This is an optimization exercise on Yosys and OpenROAD, whose aim is small area, not a production implementation.
In this exercise RTL edits were held to simulation tests only and were not proved equivalent to the original.
Power is estimated from default activity; no workload was simulated.

lane 1:
==> flow/design.v <==
module daisy_core (
    input  wire       clk,
    input  wire       rst,
    input  wire       op_valid,
    input  wire [3:0] op,
    output wire       cmd_ready,
    output wire       rx_active,
    output wire       hop_request,
    output reg        rdata_valid,
    output wire [7:0] rdata,
    output reg        radio_req,
    output wire       radio_channel,
    output reg        sink_byte_valid,
    output wire [7:0] sink_byte,
    output reg        sink_commit,
    output reg        sink_begin,
    output wire       sink_begin_chan
);
    localparam [2:0] PH_OFF      = 3'd0;
    localparam [2:0] PH_WAITPRE  = 3'd2;
    localparam [2:0] PH_WAITSTA  = 3'd3;
    localparam [2:0] PH_PREFETCH = 3'd4;
    localparam [2:0] PH_PAYLOAD  = 3'd5;
    localparam [2:0] PH_HOP      = 3'd6;
    localparam [2:0] ERR_NONE    = 3'd0;
    localparam [2:0] ERR_NOSTART = 3'd1;
    localparam [2:0] ERR_STUFF   = 3'd2;
    localparam [2:0] ERR_NOEND   = 3'd3;
    localparam [2:0] ERR_CRC     = 3'd4;
    localparam [1:0] SEL_PHASE = 2'd0;
    localparam [1:0] SEL_CHAN  = 2'd1;
    localparam [1:0] SEL_TAG   = 2'd2;
    localparam [1:0] SEL_ERR   = 2'd3;
    reg [2:0]  phase;
    reg [15:0] win;
    reg [9:0]  cnt;
    reg [2:0]  ones;
    reg [7:0]  acc;
    reg [15:0] crc;
    reg        prev_enc;
    reg        channel;
    reg [2:0]  err;
    reg [5:0]  tag;
    reg        waiting;
    reg [1:0]  sel;
    reg [2:0]  phase_n;
    reg [9:0]  cnt_n;
    reg [2:0]  ones_n;
    reg [15:0] crc_n;
    reg        channel_n;
    reg [2:0]  err_n;
    reg [5:0]  tag_n;
    reg        waiting_n;
    reg [1:0]  sel_n;
    reg        acc_en;
    reg        rdata_valid_n, radio_req_n, sink_byte_valid_n, sink_commit_n, sink_begin_n;
    reg        do_reset;
    wire       is_bit = op_valid && (op[3:1] == 3'b000);
    wire       d      = ~(prev_enc ^ op[0]);
    wire [15:0] win_n = {d, win[15:1]};
    wire       flag_n = (win_n[15:8] == 8'h7E);
    wire       b      = win[8];
    wire [9:0] cnt_inc = cnt + 10'd1;
    wire [15:0] crc_sh = {1'b0, crc[15:1]} ^ ((b ^ crc[0]) ? 16'h8408 : 16'h0000);
    assign cmd_ready       = ~waiting;
    assign rx_active       = (phase != PH_OFF);
    assign hop_request     = (phase == PH_HOP) && ~waiting;
    assign radio_channel   = channel;
    assign sink_begin_chan = channel;
    assign sink_byte       = acc;
    assign rdata = {2'b00,
                    (sel == SEL_TAG) ? tag[5:3] : 3'b000,
                    (sel == SEL_PHASE) ? phase :
                    (sel == SEL_CHAN)  ? {2'b00, channel} :
                    (sel == SEL_TAG)   ? tag[2:0] : err};
    always @* begin
        phase_n   = phase;
        cnt_n     = cnt;
        ones_n    = ones;
        crc_n     = crc;
        channel_n = channel;
        err_n     = (rdata_valid && sel == SEL_ERR) ? ERR_NONE : err;
        tag_n     = tag;
        waiting_n = waiting;
        sel_n     = sel;
        acc_en    = 1'b0;
        rdata_valid_n = 1'b0;
        radio_req_n   = 1'b0;
        sink_byte_valid_n = 1'b0;
        sink_commit_n = 1'b0;
        do_reset  = 1'b0;
        if (is_bit) begin
            case (phase)
                PH_WAITPRE: begin
                    cnt_n = cnt_inc;
                    if (win_n == 16'h5555 && cnt_inc[4]) begin
                        cnt_n   = 10'd0;
                        phase_n = PH_WAITSTA;
                    end else if ((cnt_inc[4] | cnt_inc[3] | (cnt_inc[2] & cnt_inc[1])) && d == win[15]) begin
                        phase_n = PH_HOP;
                    end
                end
                PH_WAITSTA: begin
                    cnt_n = cnt_inc;
                    if (flag_n) begin
                        cnt_n   = 10'd0;
                        phase_n = PH_PREFETCH;
                    end else if (cnt_inc[4]) begin
                        err_n    = ERR_NOSTART;
                        do_reset = 1'b1;
                    end
                end
                PH_PREFETCH: begin
                    cnt_n = cnt_inc;
                    if (cnt_inc[3]) begin
                        tag_n   = win_n[15:10];
                        cnt_n   = 10'd0;
                        ones_n  = 3'd0;
                        crc_n   = 16'hFFFF;
                        phase_n = PH_PAYLOAD;
                    end
                end
                PH_PAYLOAD: begin
                    if (ones == 3'd5 && b) begin
                        err_n    = ERR_STUFF;
                        do_reset = 1'b1;
                    end else begin
                        if (ones == 3'd5) begin
                            ones_n = 3'd0;
                        end else begin
                            acc_en = 1'b1;
                            crc_n  = crc_sh;
                            ones_n = b ? ones + 3'd1 : 3'd0;
                            cnt_n  = cnt_inc;
                            if (cnt_inc[2:0] == 3'd0)
                                sink_byte_valid_n = 1'b1;
                        end
                        if (flag_n) begin
                            if (crc_n != 16'hF0B8)
                                err_n = ERR_CRC;
                            else
                                sink_commit_n = 1'b1;
                            do_reset = 1'b1;
                        end else if (cnt_n[9:2] == 8'hFF && cnt_n[0]) begin
                            err_n    = ERR_NOEND;
                            do_reset = 1'b1;
                        end
                    end
                end
                default: ;
            endcase
        end else if (op_valid && op == 4'h5) begin
            if (waiting) begin
                do_reset  = 1'b1;
                waiting_n = 1'b0;
            end
        end else if (op_valid && !waiting) begin
            case (op)
                4'h2: begin
                    radio_req_n = 1'b1;
                    waiting_n   = 1'b1;
                end
                4'h3: phase_n = PH_OFF;
                4'h4: if (phase == PH_HOP) begin
                    channel_n   = ~channel;
                    radio_req_n = 1'b1;
                    waiting_n   = 1'b1;
                end
                4'h8, 4'h9, 4'hA, 4'hB: begin
                    rdata_valid_n = 1'b1;
                    sel_n         = op[1:0];
                end
                default: ;
            endcase
        end
        if (do_reset) begin
            cnt_n   = 10'd0;
            phase_n = PH_WAITPRE;
        end
    end
    always @(posedge clk) begin
        if (is_bit)
            win <= win_n;
        if (acc_en)
            acc <= {b, acc[7:1]};
        cnt  <= cnt_n;
        ones <= ones_n;
        crc  <= crc_n;
        sel  <= sel_n;
        if (rst) begin
            phase    <= PH_OFF;
            prev_enc <= 1'b0;
            channel  <= 1'b0;
            err      <= ERR_NONE;
            tag      <= 6'd0;
            waiting  <= 1'b0;
            rdata_valid     <= 1'b0;
            radio_req       <= 1'b0;
            sink_byte_valid <= 1'b0;
            sink_commit     <= 1'b0;
            sink_begin      <= 1'b0;
        end else begin
            phase    <= phase_n;
            if (is_bit)
                prev_enc <= op[0];
            channel  <= channel_n;
            err      <= err_n;
            tag      <= tag_n;
            waiting  <= waiting_n;
            rdata_valid     <= rdata_valid_n;
            radio_req       <= radio_req_n;
            sink_byte_valid <= sink_byte_valid_n;
            sink_commit     <= sink_commit_n;
            sink_begin      <= do_reset;
        end
    end
endmodule
clock: 5.0 ns
lec_check: 0
cap_margin: 20
core_margin: 2
core_utilization: 40
slew_margin: 20
run.sh (not shown) runs the stock make flow with config.mk's settings and CLKGATE_MAP_FILE= SYNTH_SCRIPT=/design/flow/synth_recipe.tcl, a recipe that flattens the netlist after the stock synthesis.
Lane 1 has completed all stages; timing, DRC and antenna checks passed.
[inputs] lane 2 vs lane 1
diff --git a/flow/design.v b/flow/design.v
--- a/flow/design.v
+++ b/flow/design.v
@@ -29,13 +29,13 @@
     localparam [2:0] ERR_CRC     = 3'd4;
     localparam [1:0] SEL_PHASE = 2'd0;
     localparam [1:0] SEL_CHAN  = 2'd1;
     localparam [1:0] SEL_TAG   = 2'd2;
     localparam [1:0] SEL_ERR   = 2'd3;
     reg [2:0]  phase;
-    reg [15:0] win;
+    reg [15:8] win;
     reg [9:0]  cnt;
     reg [2:0]  ones;
     reg [7:0]  acc;
     reg [15:0] crc;
     reg        prev_enc;
     reg        channel;
@@ -54,14 +54,14 @@
     reg [1:0]  sel_n;
     reg        acc_en;
     reg        rdata_valid_n, radio_req_n, sink_byte_valid_n, sink_commit_n, sink_begin_n;
     reg        do_reset;
     wire       is_bit = op_valid && (op[3:1] == 3'b000);
     wire       d      = ~(prev_enc ^ op[0]);
-    wire [15:0] win_n = {d, win[15:1]};
-    wire       flag_n = (win_n[15:8] == 8'h7E);
+    wire [15:8] win_n = {d, win[15:9]};
+    wire       flag_n = (win_n == 8'h7E);
     wire       b      = win[8];
     wire [9:0] cnt_inc = cnt + 10'd1;
     wire [15:0] crc_sh = {1'b0, crc[15:1]} ^ ((b ^ crc[0]) ? 16'h8408 : 16'h0000);
     assign cmd_ready       = ~waiting;
     assign rx_active       = (phase != PH_OFF);
     assign hop_request     = (phase == PH_HOP) && ~waiting;
@@ -80,23 +80,23 @@
         crc_n     = crc;
         channel_n = channel;
         err_n     = (rdata_valid && sel == SEL_ERR) ? ERR_NONE : err;
         tag_n     = tag;
         waiting_n = waiting;
         sel_n     = sel;
-        acc_en    = 1'b0;
+        acc_en    = is_bit && !(phase == PH_PAYLOAD && ones == 3'd5);
         rdata_valid_n = 1'b0;
         radio_req_n   = 1'b0;
         sink_byte_valid_n = 1'b0;
         sink_commit_n = 1'b0;
         do_reset  = 1'b0;
         if (is_bit) begin
             case (phase)
                 PH_WAITPRE: begin
                     cnt_n = cnt_inc;
-                    if (win_n == 16'h5555 && cnt_inc[4]) begin
+                    if (win_n == 8'h55 && {win[8], acc[7:1]} == 8'h55 && cnt_inc[4]) begin
                         cnt_n   = 10'd0;
                         phase_n = PH_WAITSTA;
                     end else if ((cnt_inc[4] | cnt_inc[3] | (cnt_inc[2] & cnt_inc[1])) && d == win[15]) begin
                         phase_n = PH_HOP;
                     end
                 end
@@ -125,13 +125,12 @@
                         err_n    = ERR_STUFF;
                         do_reset = 1'b1;
                     end else begin
                         if (ones == 3'd5) begin
                             ones_n = 3'd0;
                         end else begin
-                            acc_en = 1'b1;
                             crc_n  = crc_sh;
                             ones_n = b ? ones + 3'd1 : 3'd0;
                             cnt_n  = cnt_inc;
                             if (cnt_inc[2:0] == 3'd0)
                                 sink_byte_valid_n = 1'b1;
                         end
Notes after the runs:
Relative to lane 1, arrival time of data at the critical path endpoint decreased by 0.07 ns in lane 2. On placeable core area, the lower figure sits with lane 2, not lane 1. Compared with lane 1, lane 2 shows a higher post-layout worst setup margin. Of the two values seen for cell type of the slowest stage on the worst timing path, sky130_fd_sc_hd__or4b_4 was produced by lane 1 and sky130_fd_sc_hd__clkdlybuf4s50_1 by lane 2. Lane 2 vs. lane 1: final area dropped 4.2%, total power consumption of the routed design went down, routed wire length lost about 4.7%. Changes observed in lane 2 relative to lane 1: clock period minus final worst setup slack lower, via count decreased by 3.3% relative to the old numbers, peak ir drop on the vdd network picked up an extra about 40%. Fmax grows slightly when moving from lane 1 to lane 2. Of lane 2 and lane 1, the higher net count of the finished layout belongs to lane 1. Between lane 1 and lane 2, number of sequential cells decreased.

## port drivers added, routing unchanged
In the flow no input, the clock included, has a driving cell. The finished layouts below were timed again as built, in two steps. Step 1: set_driving_cell puts a clkbuf_16 on clk and a buf_2 on each other input, an assumption about the parent block. Step 2 adds t to the input delays and takes it off the output delays; t is the mean of the earliest and latest rising clock arrival at the registers after step 1. Input paths then give back, and output paths get back, about the clock's delay inside the block. a / b / c = no drivers / after step 1 / after step 2; a / b = the first two.
run | t, ns | slack for setup (ns) | clock arrival spread, ns | cell pins on the clock port's net
lane 1 | 0.386 | 1.608 / 1.615 / 1.229 | 0.014 / 0.014 | 1
lane 2 | 0.377 | 1.626 / 1.634 / 1.258 | 0.011 / 0.011 | 1
After both steps setup and hold are still met in every run listed. The setup slack of lane 1, which loses most, moves by +0.007 ns with the drivers and by -0.379 ns with both steps.
